Background: an optimization exercise with open tools, aiming at small area, a short achievable clock period and few clock cycles. Do not read the settings as production practice.
Power figures rest on the tool's default switching activity, not on a simulated workload.

==> inputs of 12-23 <==
==> flow/design.v <==
module dec_classify (
    input  wire [15:0] a1,        
    input  wire [17:0] a2,        
    input  wire [10:0] r,
    input  wire        s1,        
    input  wire        s2,        
    output wire        p1_3,
    output wire        p1_h,
    output wire        m2_0,
    output wire        m2_1,
    output wire        m2_2,
    output wire        m2_3,
    output wire        m2_h
);
    wire n1 = a1[15];
    wire n2 = a2[17];
    wire [14:0] u1 = a1[14:0];        
    wire [16:0] u2 = a2[16:0];        
    wire [13:0] h1 = s1 ? {1'b0, u1[14:2]} : u1[14:1];
    wire [13:0] h2 = s2 ? {1'b0, u2[16:4]} : u2[16:3];
    assign p1_3 = !n1 && (u1 >= {4'd0, r});
    assign p1_h = !n1 && (h1 >= {3'd0, r});
    assign m2_0 = !n2;
    assign m2_1 = !n2 && (u2 >= {6'd0, r});
    assign m2_2 = !n2 && (u2[16:1] >= {5'd0, r});
    assign m2_3 = !n2 && (u2[16:2] >= {4'd0, r});
    assign m2_h = !n2 && (h2 >= {3'd0, r});
endmodule
module irpc_decode (
    input  wire        clk,
    input  wire        rst,         
    input  wire        in_valid,
    input  wire [15:0] in_tick,
    input  wire        in_last,
    output wire        in_ready,
    output reg         out_valid,
    output reg  [2:0]  out_kind,
    output wire [15:0] out_data
);
    localparam [2:0] K_HEAD = 3'd1, K_SYM = 3'd2, K_END = 3'd3,
                     K_REPEAT = 3'd4, K_DONE = 3'd5;
    localparam [2:0] F_UNKNOWN = 3'd0, F_AEHA = 3'd1, F_NEC = 3'd2,
                     F_SONY = 3'd3, F_IRIS = 3'd4;
    localparam [1:0] S_K0 = 2'd0, S_CL = 2'd1, S_BODY = 2'd2;
    localparam [1:0] CF_AEHA = 2'd0, CF_NEC = 2'd1, CF_SONY = 2'd2, CF_IRIS = 2'd3;
    reg        rdy;
    assign in_ready = rdy;
    reg        xv, xl;
    reg [15:0] x;
    reg [1:0]  st;
    reg        xs;                      
    reg        len2;                    
    reg [1:0]  cf;
    reg [4:0]  cc;                      
    reg [10:0] tcl;                     
    reg [10:0] tch;                     
    reg [11:0] tcl3;                    
    reg        cempty;
    reg [15:0] a1r;
    reg [17:0] a2r;
    reg [10:0] rr;                      
    reg        s1r, s2r;
    reg        fv, fl, fchk;
    reg        hld, hb;                 
    reg        ycl;                     
    reg        ciris;                   
    reg [2:0]  fam;
    reg [18:0] acc;                     
    reg        nrep;                    
    reg        par;                     
    reg [1:0]  ao;                      
    reg [2:0]  sv;                      
    reg [10:0] nsym;
    reg        owe_end, owe_done;
    reg [13:0] od;                      
    assign out_data = {od[13:11], 2'b00, od[10:0]};
    wire [10:0] pend = tch;
    wire cl      = (st == S_CL);
    wire cl_hi   = !cc[0];              
    wire cl_iris = (cf == CF_IRIS);
    wire cl_nec  = (cf == CF_NEC);
    wire cl_sony = (cf == CF_SONY);
    wire [16:0] tx1 = ycl ? {acc[15:0], 1'b0} : {x, 1'b0};
    wire [16:0] tx2 = {x, 1'b0};
    wire [12:0] top = ycl ? (cc[0] ? (ciris ? {tcl3, 1'b0} : {1'b0, tcl, 1'b0}) :
                             {1'b0, tch, 1'b0})
                          : {2'd0, tcl};
    wire        tsub1 = ycl && (cc[0] || ciris);
    wire        tsub2 = !ycl || cc[0] || ciris;
    wire [19:0] w1 = {2'b00, tx1, 1'b1} + {({6'd0, top} ^ {19{tsub1}}), tsub1};
    wire [19:0] w2 = {2'b00, tx2, 1'b1} + {({6'd0, top} ^ {19{tsub2}}), tsub2};
    wire [10:0] tr  = ycl ? {(cc[0] ? tcl[9:0] : tch[9:0]), 1'b0} : tcl;
    wire        ts1 = ycl ? cl_nec : (fam == F_NEC);
    wire        ts2 = !ycl && (fam == F_NEC);
    wire p1_3, p1_h, m2_0, m2_1, m2_2, m2_3, m2_h;
    dec_classify u_t (
        .a1(a1r), .a2(a2r), .r(rr), .s1(s1r), .s2(s2r),
        .p1_3(p1_3), .p1_h(p1_h), .m2_0(m2_0), .m2_1(m2_1), .m2_2(m2_2),
        .m2_3(m2_3), .m2_h(m2_h)
    );
    wire [6:0] fg = {p1_3, p1_h, m2_0, m2_1, m2_2, m2_3, m2_h};
    wire g_t0 = cl_sony ? fg[6] : fg[5];               
    wire g_t1 = (cf == CF_AEHA) ? fg[1] : fg[0];       
    wire g_hi = g_t0 && (cl_sony || g_t1);             
    wire g_q  = g_t0 || (!cl_sony && g_t1);            
    wire        upd_lo = !cc[0];
    wire [10:0] tcu    = upd_lo ? tcl : tch;
    wire        go_up  = upd_lo ? (g_q && tcl < 11'd800) : (g_hi && tch <= 11'd795);
    reg [7:0] dstep;
    reg [8:0] dstep3;
    always @(*) begin
        case (cc)
            5'd3,  5'd4:  begin dstep = 8'd160; dstep3 = 9'd480; end
            5'd5,  5'd6:  begin dstep = 8'd80;  dstep3 = 9'd240; end
            5'd7,  5'd8:  begin dstep = 8'd40;  dstep3 = 9'd120; end
            5'd9,  5'd10: begin dstep = 8'd20;  dstep3 = 9'd60;  end
            5'd11, 5'd12: begin dstep = 8'd10;  dstep3 = 9'd30;  end
            default:      begin dstep = 8'd5;   dstep3 = 9'd15;  end
        endcase
    end
    wire [10:0] tc_up = tcu + ((cc == 5'd17) ? tcl : {3'd0, dstep});
    wire [10:0] tc_dn = tcu - {3'd0, dstep};
    wire [11:0] tc3_up = tcl3 + {3'd0, dstep3};
    wire [11:0] tc3_dn = tcl3 - {3'd0, dstep3};
    reg [10:0] tcl_n;
    reg [11:0] tcl3_n;
    always @(*) begin
        tcl_n  = tcl;
        tcl3_n = tcl3;
        if (cc == 5'd0) begin
            tcl_n  = 11'd795;
            tcl3_n = 12'd2385;
        end else if (cc == 5'd2) begin
            tcl_n  = 11'd615;
            tcl3_n = 12'd1845;
        end else if (cc == 5'd16) begin
            tcl_n  = go_up ? tc_up : tcl;
            tcl3_n = go_up ? tc3_up : tcl3;
        end else if (upd_lo) begin
            tcl_n  = go_up ? tc_up : tc_dn;
            tcl3_n = go_up ? tc3_up : tc3_dn;
        end
    end
    wire ge1 = fg[4], ge2 = fg[3], ge3 = fg[2], ge4 = fg[6], ge5 = fg[1];
    wire is1  = ge1 && !ge2;
    wire is3  = ge3 && !ge4;
    wire is4  = ge4 && !ge5;
    wire isH  = fg[5] && !fg[0];                      
    wire [1:0] asym = is3 ? 2'd1 : is1 ? 2'd0 : 2'd2;
    wire nec_bits = (fam == F_NEC) && !nrep;
    wire f_stall = fv && nec_bits && par && (pend != 11'd0);
    wire s_bit   = hld || (sv[0] && (is1 || is3));    
    wire s_val   = hld ? hb : !is1;                   
    wire f_hold  = f_stall && s_bit;
    wire [10:0] pend_inc = pend + 11'd1;
    wire [10:0] pend_dec = pend - 11'd1;
    wire take  = in_valid && rdy;
    wire f_free = !f_stall;
    wire x_adv = xv && (st == S_BODY) && f_free;
    reg        x_cons;
    reg        fin_now;
    reg [1:0]  st_n;
    reg        xv_n;
    reg        mh_n;
    reg        k0b_n;
    always @(posedge clk) begin
        x_cons  = 1'b0;
        fin_now = 1'b0;
        st_n    = st;
        if (rst) begin
            rdy       <= 1'b1;
            ycl       <= 1'b0;
            hld       <= 1'b0;
            xv        <= 1'b0;
            fv        <= 1'b0;
            st        <= S_K0;
            owe_end   <= 1'b0;
            owe_done  <= 1'b0;
            out_valid <= 1'b0;
        end else begin
            out_valid <= 1'b0;
            if (owe_end) begin
                out_valid <= 1'b1;
                out_kind  <= K_END;
                od        <= {3'd0, nsym};
                owe_end   <= 1'b0;
            end else if (owe_done) begin
                out_valid <= 1'b1;
                out_kind  <= K_DONE;
                od        <= (fam == F_SONY) ? 14'd5 : 14'd0;
                owe_done  <= 1'b0;
            end
            case (st)
                S_K0: if (xv && !(fv && nec_bits)) begin
                    x_cons = 1'b1;
                    acc    <= {3'd0, x};
                    len2   <= !xl;
                    st_n   = S_CL;
                    cf     <= xl ? CF_SONY : CF_AEHA;
                    ciris  <= 1'b0;
                    cc     <= 5'd0;
                    tch    <= 11'd300;
                    cempty <= 1'b0;
                end
                S_CL: if ((!len2 || xv) && !fv) begin
                    tcl  <= tcl_n;
                    tcl3 <= tcl3_n;
                    cc   <= cc + 5'd1;
                    if ((cc == 5'd1 && !g_hi) || (cc == 5'd2 && g_q) ||
                        (cc == 5'd17 && tcl > tch)) begin
                        if (cf == CF_IRIS || (!len2 && cf == CF_SONY)) begin
                            cempty <= 1'b1;
                            cc     <= 5'd17;
                            tcl    <= 11'd0;
                            tch    <= 11'd0;
                        end else begin
                            cf    <= cf + 2'd1;
                            ciris <= (cf == CF_SONY);
                            cc    <= 5'd0;
                            tch <= 11'd300;
                        end
                    end else if (cc == 5'd1)
                        tch <= 11'd620;
                    else if (cc == 5'd15)
                        tch <= go_up ? tch : tc_dn;
                    else if (!upd_lo && cc >= 5'd3 && cc <= 5'd13)
                        tch <= go_up ? tc_up : tc_dn;
                    else if (cc == 5'd17) begin
                        cc <= 5'd17;
                        if (!owe_end && !owe_done) begin
                            fin_now = 1'b1;
                            x_cons  = len2;
                            fam     <= cempty ? F_UNKNOWN : ({1'b0, cf} + 3'd1);
                            tcl     <= cempty ? 11'd0 : tc_up;
                            tch     <= 11'd0;
                            out_valid <= 1'b1;
                            if (!cempty && cf == CF_SONY) begin
                                if (!len2 || xl) begin
                                    out_kind <= K_DONE;
                                    od       <= 14'd5;
                                end else
                                    out_valid <= 1'b0;
                            end else begin
                                out_kind <= K_HEAD;
                                od       <= cempty ? 14'd0 : {{1'b0, cf} + 3'd1, tc_up};
                            end
                            acc  <= acc + {3'd0, x};
                            xs   <= 1'b0;
                            nrep <= 1'b0;
                            par  <= 1'b0;
                            ao   <= 2'd0;
                            nsym <= 11'd0;
                            if (!len2 || xl) begin
                                st_n = S_K0;
                                if (!cempty && cf == CF_NEC) owe_end <= 1'b1;
                                if (cempty || cf != CF_SONY) owe_done <= 1'b1;
                            end else
                                st_n = S_BODY;
                        end
                    end
                end
                default: if (x_adv) begin  
                    x_cons = 1'b1;
                    acc    <= acc + {3'd0, x};
                    xs     <= !xs;
                    if (xl) st_n = S_K0;
                end
            endcase
            a1r <= {w1[19], w1[18:4]};
            a2r <= {w2[19], w2[18:2]};
            rr  <= tr;
            s1r <= ts1;
            s2r <= ts2;
            if (x_adv) begin
                fl   <= xl;
                fchk <= (acc >= 19'd216000);
            end
            if (fv) begin
                if (fam == F_NEC) begin
                    if (!nrep) begin
                        if (!par) begin
                            if (fchk) begin
                                out_valid <= 1'b1;
                                out_kind  <= K_END;
                                od        <= {3'd0, nsym};
                                nrep      <= 1'b1;
                                sv[0]     <= isH;
                                if (fl) owe_done <= 1'b1;
                            end else begin
                                sv[0] <= is1;
                                if (fl) begin
                                    owe_end  <= 1'b1;
                                    owe_done <= 1'b1;
                                end
                            end
                            par <= 1'b1;
                        end else begin
                            if (!s_bit) begin
                                tch <= pend_inc;
                                par <= 1'b0;
                                if (fl) begin
                                    owe_end  <= 1'b1;
                                    owe_done <= 1'b1;
                                end
                            end else if (pend != 11'd0) begin
                                out_valid <= 1'b1;
                                out_kind  <= K_SYM;
                                od        <= 14'd2;
                                tch       <= pend_dec;
                                nsym      <= nsym + 11'd1;
                                hld       <= 1'b1;
                                hb        <= s_val;
                            end else begin
                                out_valid <= 1'b1;
                                out_kind  <= K_SYM;
                                od        <= {13'd0, s_val};
                                nsym      <= nsym + 11'd1;
                                par       <= 1'b0;
                                hld       <= 1'b0;
                                if (fl) begin
                                    owe_end  <= 1'b1;
                                    owe_done <= 1'b1;
                                end
                            end
                        end
                    end else begin
                        if (!par) begin
                            sv[0] <= isH;
                            par   <= 1'b1;
                            if (fl) owe_done <= 1'b1;
                        end else begin
                            if (sv[0] && is4) begin
                                out_valid <= 1'b1;
                                out_kind  <= K_REPEAT;
                                od        <= 14'd0;
                            end
                            par <= 1'b0;
                            if (fl) owe_done <= 1'b1;
                        end
                    end
                end else if (fam == F_AEHA) begin
                    case (ao)
                        2'd0: begin
                            ao <= 2'd1;
                            if (fl) begin
                                owe_end  <= (nsym != 11'd0);
                                owe_done <= 1'b1;
                            end
                        end
                        2'd1: begin
                            if (!ge4) begin
                                out_valid <= 1'b1;
                                out_kind  <= K_SYM;
                                od        <= {12'd0, asym};
                                nsym      <= nsym + 11'd1;
                                ao        <= 2'd0;
                            end else
                                ao <= 2'd2;
                            if (fl) begin
                                owe_end  <= (nsym != 11'd0) || !ge4;
                                owe_done <= 1'b1;
                            end
                        end
                        2'd2: begin
                            sv <= ge4 ? {1'b1, 1'b0, isH} : {1'b0, asym};
                            ao <= 2'd3;
                            if (fl) begin
                                if (!ge4) begin
                                    out_valid <= 1'b1;
                                    out_kind  <= K_SYM;
                                    od        <= {12'd0, asym};
                                    nsym      <= nsym + 11'd1;
                                end
                                owe_end  <= (nsym != 11'd0) || !ge4;
                                owe_done <= 1'b1;
                            end
                        end
                        default: begin  
                            if (sv[2] && sv[0] && is4) begin
                                out_valid <= 1'b1;
                                out_kind  <= K_END;
                                od        <= {3'd0, nsym};
                                nsym      <= 11'd0;
                                ao        <= 2'd0;
                                if (fl) owe_done <= 1'b1;
                            end else if (!sv[2]) begin
                                out_valid <= 1'b1;
                                out_kind  <= K_SYM;
                                od        <= {12'd0, sv[1:0]};
                                nsym      <= nsym + 11'd1;
                                ao        <= 2'd1;
                                if (fl) begin
                                    owe_end  <= 1'b1;
                                    owe_done <= 1'b1;
                                end
                            end else begin
                                sv <= ge4 ? {1'b1, 1'b0, isH} : {1'b0, asym};
                                ao <= 2'd3;
                                if (fl) begin
                                    if (!ge4) begin
                                        out_valid <= 1'b1;
                                        out_kind  <= K_SYM;
                                        od        <= {12'd0, asym};
                                        nsym      <= nsym + 11'd1;
                                    end
                                    owe_end  <= (nsym != 11'd0) || !ge4;
                                    owe_done <= 1'b1;
                                end
                            end
                        end
                    endcase
                end else begin
                    if (fl) owe_done <= 1'b1;
                end
            end
            if (x_adv)
                fv <= 1'b1;
            else if (!f_hold)
                fv <= 1'b0;
            if (rdy) begin
                x  <= in_tick;
                xl <= in_last;
            end
            xv_n = take || (xv && !x_cons);
            xv   <= xv_n;
            st   <= st_n;
            ycl  <= (st_n == S_CL);
            mh_n = (f_hold && pend != 11'd1) ||
                   (x_adv && xs && nec_bits && pend != 11'd0);
            k0b_n = (x_adv || (fv && f_hold)) && nec_bits;
            rdy  <= !(xv_n && ((st_n == S_CL) || (st_n == S_BODY && mh_n) ||
                               (st_n == S_K0 && k0b_n)));
        end
    end
endmodule
==> flow/run.sh <==
#!/bin/bash
# synth_recipe.tcl (not shown) runs the flow's synth.tcl, then flattens the netlist and writes it again
# the make line also repeats each setting of config.mk as NAME=value (left out here)
make -C /OpenROAD-flow-scripts/flow DESIGN_CONFIG=/design/flow/config.mk WORK_HOME=/design/flow/orfs CLKGATE_MAP_FILE= SYNTH_SCRIPT=/design/flow/synth_recipe.tcl finish
==> flow/config.mk <==
export PLATFORM = sky130hd
export DESIGN_NAME = irpc_decode
export DESIGN_NICKNAME = irpc_decode
export VERILOG_FILES = /design/flow/design.v
export SDC_FILE = /design/flow/constraint.sdc
export NUM_CORES = 4
export LEC_CHECK = 0
export CAP_MARGIN = 20
export CORE_MARGIN = 2
export CORE_UTILIZATION = 40
export SETUP_SLACK_MARGIN = 4.5
export SLEW_MARGIN = 20
==> flow/constraint.sdc <==
create_clock -name core_clock -period 8.0 [get_ports {clk}]
set_input_delay 1.6000 -clock core_clock [delete_from_list [all_inputs] [get_ports {clk}]]
set_output_delay 1.6000 -clock core_clock [all_outputs]
set_load 0.01 [all_outputs]
==> inputs of 08-08, as changes to 12-23 <==
--- a/flow/design.v
+++ b/flow/design.v
@@ -55,11 +55,11 @@
     reg [10:0] tcl;                     
     reg [10:0] tch;                     
     reg [11:0] tcl3;                    
+    reg        ipre;                    
     reg        cempty;
     reg [15:0] a1r;
     reg [17:0] a2r;
-    reg [10:0] rr;                      
-    reg        s1r, s2r;
+    reg        ycd;                     
     reg        fv, fl, fchk;
     reg        hld, hb;                 
     reg        ycl;                     
@@ -89,12 +89,12 @@
     wire        tsub2 = !ycl || cc[0] || ciris;
     wire [19:0] w1 = {2'b00, tx1, 1'b1} + {({6'd0, top} ^ {19{tsub1}}), tsub1};
     wire [19:0] w2 = {2'b00, tx2, 1'b1} + {({6'd0, top} ^ {19{tsub2}}), tsub2};
-    wire [10:0] tr  = ycl ? {(cc[0] ? tcl[9:0] : tch[9:0]), 1'b0} : tcl;
-    wire        ts1 = ycl ? cl_nec : (fam == F_NEC);
-    wire        ts2 = !ycl && (fam == F_NEC);
+    wire [10:0] tr  = ycd ? {(cc[0] ? tch[9:0] : tcl[9:0]), 1'b0} : tcl;
+    wire        ts1 = ycd ? cl_nec : (fam == F_NEC);
+    wire        ts2 = !ycd && (fam == F_NEC);
     wire p1_3, p1_h, m2_0, m2_1, m2_2, m2_3, m2_h;
     dec_classify u_t (
-        .a1(a1r), .a2(a2r), .r(rr), .s1(s1r), .s2(s2r),
+        .a1(a1r), .a2(a2r), .r(tr), .s1(ts1), .s2(ts2),
         .p1_3(p1_3), .p1_h(p1_h), .m2_0(m2_0), .m2_1(m2_1), .m2_2(m2_2),
         .m2_3(m2_3), .m2_h(m2_h)
     );
@@ -107,21 +107,20 @@
     wire [10:0] tcu    = upd_lo ? tcl : tch;
     wire        go_up  = upd_lo ? (g_q && tcl < 11'd800) : (g_hi && tch <= 11'd795);
     reg [7:0] dstep;
-    reg [8:0] dstep3;
     always @(*) begin
         case (cc)
-            5'd3,  5'd4:  begin dstep = 8'd160; dstep3 = 9'd480; end
-            5'd5,  5'd6:  begin dstep = 8'd80;  dstep3 = 9'd240; end
-            5'd7,  5'd8:  begin dstep = 8'd40;  dstep3 = 9'd120; end
-            5'd9,  5'd10: begin dstep = 8'd20;  dstep3 = 9'd60;  end
-            5'd11, 5'd12: begin dstep = 8'd10;  dstep3 = 9'd30;  end
-            default:      begin dstep = 8'd5;   dstep3 = 9'd15;  end
+            5'd3,  5'd4:  dstep = 8'd160;
+            5'd5,  5'd6:  dstep = 8'd80;
+            5'd7,  5'd8:  dstep = 8'd40;
+            5'd9,  5'd10: dstep = 8'd20;
+            5'd11, 5'd12: dstep = 8'd10;
+            default:      dstep = 8'd5;
         endcase
     end
-    wire [10:0] tc_up = tcu + ((cc == 5'd17) ? tcl : {3'd0, dstep});
+    wire [11:0] tc_upw = {1'b0, tcu} + ((cc == 5'd17) ? {1'b0, tcl} :
+                                        ipre ? {tcl, 1'b0} : {4'd0, dstep});
+    wire [10:0] tc_up = tc_upw[10:0];
     wire [10:0] tc_dn = tcu - {3'd0, dstep};
-    wire [11:0] tc3_up = tcl3 + {3'd0, dstep3};
-    wire [11:0] tc3_dn = tcl3 - {3'd0, dstep3};
     reg [10:0] tcl_n;
     reg [11:0] tcl3_n;
     always @(*) begin
@@ -133,14 +132,18 @@
         end else if (cc == 5'd2) begin
             tcl_n  = 11'd615;
             tcl3_n = 12'd1845;
-        end else if (cc == 5'd16) begin
+        end else if (ipre)
+            tcl3_n = tc_upw;
+        else if (cc == 5'd16)
             tcl_n  = go_up ? tc_up : tcl;
-            tcl3_n = go_up ? tc3_up : tcl3;
-        end else if (upd_lo) begin
+        else if (upd_lo)
             tcl_n  = go_up ? tc_up : tc_dn;
-            tcl3_n = go_up ? tc3_up : tc3_dn;
-        end
     end
+    wire cl_go  = (st == S_CL) && (!len2 || xv) && !fv;
+    wire ab_fin = (cc == 5'd17) && (tcl > tch);
+    wire ab_pre = (cc == 5'd1 && !g_hi) || (cc == 5'd2 && g_q);
+    wire fin    = cl_go && (cc == 5'd17) && !(tcl > tch) && !owe_end && !owe_done;
+    wire ins    = ciris && !ipre && !cc[0] && (cc >= 5'd4) && (cc <= 5'd14);
     wire ge1 = fg[4], ge2 = fg[3], ge3 = fg[2], ge4 = fg[6], ge5 = fg[1];
     wire is1  = ge1 && !ge2;
     wire is3  = ge3 && !ge4;
@@ -171,6 +174,7 @@
             rdy       <= 1'b1;
             ycl       <= 1'b0;
             hld       <= 1'b0;
+            ipre      <= 1'b0;
             xv        <= 1'b0;
             fv        <= 1'b0;
             st        <= S_K0;
@@ -202,12 +206,13 @@
                     tch    <= 11'd300;
                     cempty <= 1'b0;
                 end
-                S_CL: if ((!len2 || xv) && !fv) begin
+                S_CL: if (cl_go) begin
                     tcl  <= tcl_n;
                     tcl3 <= tcl3_n;
-                    cc   <= cc + 5'd1;
-                    if ((cc == 5'd1 && !g_hi) || (cc == 5'd2 && g_q) ||
-                        (cc == 5'd17 && tcl > tch)) begin
+                    ipre <= ins;
+                    if (!ins && cc != 5'd17)
+                        cc <= cc + 5'd1;
+                    if (ab_pre || ab_fin) begin
                         if (cf == CF_IRIS || (!len2 && cf == CF_SONY)) begin
                             cempty <= 1'b1;
                             cc     <= 5'd17;
@@ -217,7 +222,7 @@
                             cf    <= cf + 2'd1;
                             ciris <= (cf == CF_SONY);
                             cc    <= 5'd0;
-                            tch <= 11'd300;
+                            tch   <= 11'd300;
                         end
                     end else if (cc == 5'd1)
                         tch <= 11'd620;
@@ -225,38 +230,34 @@
                         tch <= go_up ? tch : tc_dn;
                     else if (!upd_lo && cc >= 5'd3 && cc <= 5'd13)
                         tch <= go_up ? tc_up : tc_dn;
-                    else if (cc == 5'd17) begin
-                        cc <= 5'd17;
-                        if (!owe_end && !owe_done) begin
-                            fin_now = 1'b1;
-                            x_cons  = len2;
-                            fam     <= cempty ? F_UNKNOWN : ({1'b0, cf} + 3'd1);
-                            tcl     <= cempty ? 11'd0 : tc_up;
-                            tch     <= 11'd0;
-                            out_valid <= 1'b1;
-                            if (!cempty && cf == CF_SONY) begin
-                                if (!len2 || xl) begin
-                                    out_kind <= K_DONE;
-                                    od       <= 14'd5;
-                                end else
-                                    out_valid <= 1'b0;
-                            end else begin
-                                out_kind <= K_HEAD;
-                                od       <= cempty ? 14'd0 : {{1'b0, cf} + 3'd1, tc_up};
-                            end
-                            acc  <= acc + {3'd0, x};
-                            xs   <= 1'b0;
-                            nrep <= 1'b0;
-                            par  <= 1'b0;
-                            ao   <= 2'd0;
-                            nsym <= 11'd0;
+                    if (fin) begin
+                        x_cons  = len2;
+                        fam     <= cempty ? F_UNKNOWN : ({1'b0, cf} + 3'd1);
+                        tcl     <= cempty ? 11'd0 : tc_up;
+                        tch     <= 11'd0;
+                        out_valid <= 1'b1;
+                        if (!cempty && cf == CF_SONY) begin
                             if (!len2 || xl) begin
-                                st_n = S_K0;
-                                if (!cempty && cf == CF_NEC) owe_end <= 1'b1;
-                                if (cempty || cf != CF_SONY) owe_done <= 1'b1;
+                                out_kind <= K_DONE;
+                                od       <= 14'd5;
                             end else
-                                st_n = S_BODY;
+                                out_valid <= 1'b0;
+                        end else begin
+                            out_kind <= K_HEAD;
+                            od       <= cempty ? 14'd0 : {{1'b0, cf} + 3'd1, tc_up};
                         end
+                        acc  <= acc + {3'd0, x};
+                        xs   <= 1'b0;
+                        nrep <= 1'b0;
+                        par  <= 1'b0;
+                        ao   <= 2'd0;
+                        nsym <= 11'd0;
+                        if (!len2 || xl) begin
+                            st_n = S_K0;
+                            if (!cempty && cf == CF_NEC) owe_end <= 1'b1;
+                            if (cempty || cf != CF_SONY) owe_done <= 1'b1;
+                        end else
+                            st_n = S_BODY;
                     end
                 end
                 default: if (x_adv) begin  
@@ -268,9 +269,7 @@
             endcase
             a1r <= {w1[19], w1[18:4]};
             a2r <= {w2[19], w2[18:2]};
-            rr  <= tr;
-            s1r <= ts1;
-            s2r <= ts2;
+            ycd <= ycl;
             if (x_adv) begin
                 fl   <= xl;
                 fchk <= (acc >= 19'd216000);
--- a/flow/config.mk
+++ b/flow/config.mk
@@ -7,6 +7,6 @@
 export LEC_CHECK = 0
 export CAP_MARGIN = 20
 export CORE_MARGIN = 2
-export CORE_UTILIZATION = 40
-export SETUP_SLACK_MARGIN = 4.5
+export CORE_UTILIZATION = 55
+export SETUP_SLACK_MARGIN = 3.5
 export SLEW_MARGIN = 20
==> comparison table <==
| quantity | 12-23 | 08-08 |
|---|---|---|
| Routed wirelength normalized by instance count | 23.15 um | 24.62 um |
| Data required time at the worst endpoint | 8.23 ns | 8.36 ns |
| Clock input transition at the sequential cells of the worst setup and hold paths | 0.07 ns | 0.08 ns |
| Cells after Synth | 2,052 | 1,900 |
| Length in cells of the worst reg-to-reg path | 17 | 21 |
| Synthesized-area fraction occupied by xor and xnor cells | 0.04230 | 0.04245 |
| Share of layout cells above drive strength 1 | 0.2624 | 0.1730 |
| GRT met2 Usage | 0.4457 | 0.5697 |
| Largest net degree at the start of global routing | 82 | 51 |
| Simple-gate share of the synthesized area | 0.1683 | 0.1696 |
| Grt met3 use | 0.05873 | 0.06014 |
| Outcome | timing/DRC/antenna clean | timing/DRC/antenna clean |
| Most common library cell in the layout ignoring fill and taps | sky130_fd_sc_hd__buf_4 | sky130_fd_sc_hd__nand2_1 |
| Fraction of the mapped netlist area in compound gates | 0.2441 | 0.2504 |
| Tapcells inserted | 585 | 390 |
| Seq. pwr | 0.00133 W | 0.00123 W |
| Overall die width | 213.8 um | 177.2 um |
| Utilization after layout | 0.5318 | 0.6587 |
| Insertion delay to the later sink of the worst-skew pair | 0.52 ns | 0.47 ns |
| IR Drop Worst-Case VDD | 0.0001433 V | 0.0001492 V |
| Antenna Diode Count | 0 | 1 |
| Total vias in the final route | 17,717 | 16,199 |
| Vias in the first global route | 16,561 | 14,936 |
| Share of total power consumed by net switching | 0.3737 | 0.3810 |
Function was not checked in any run of this note: the RTL went through the layout flow alone.

## static timing again, ports no longer ideal
How much do the figures lean on ideal ports? The routed layouts below were timed once more, with nothing changed but the port constraints.
Step 1: set_driving_cell puts a clkbuf_16 on clk and a buf_2 on each other input, an assumption about the parent block.
Step 2 moves the port delays by t, midway between the first and last clock arrival at a register: inputs arrive t later, outputs are due t later. That takes back most of the time a late clock gives input paths.
a / b / c = ideal ports / drivers / drivers and shift; a / b = the first two.
run	t, ns	slack for setup (ns)	pins driven straight from the clock port
12-23	0.567	4.021 / 4.021 / 3.811	1
08-08	0.518	3.237 / 3.237 / 3.237	1
After both steps setup and hold are still met in every run listed. The setup slack of 12-23, which loses most, moves by 0.000 ns with the drivers and by -0.210 ns with both steps.
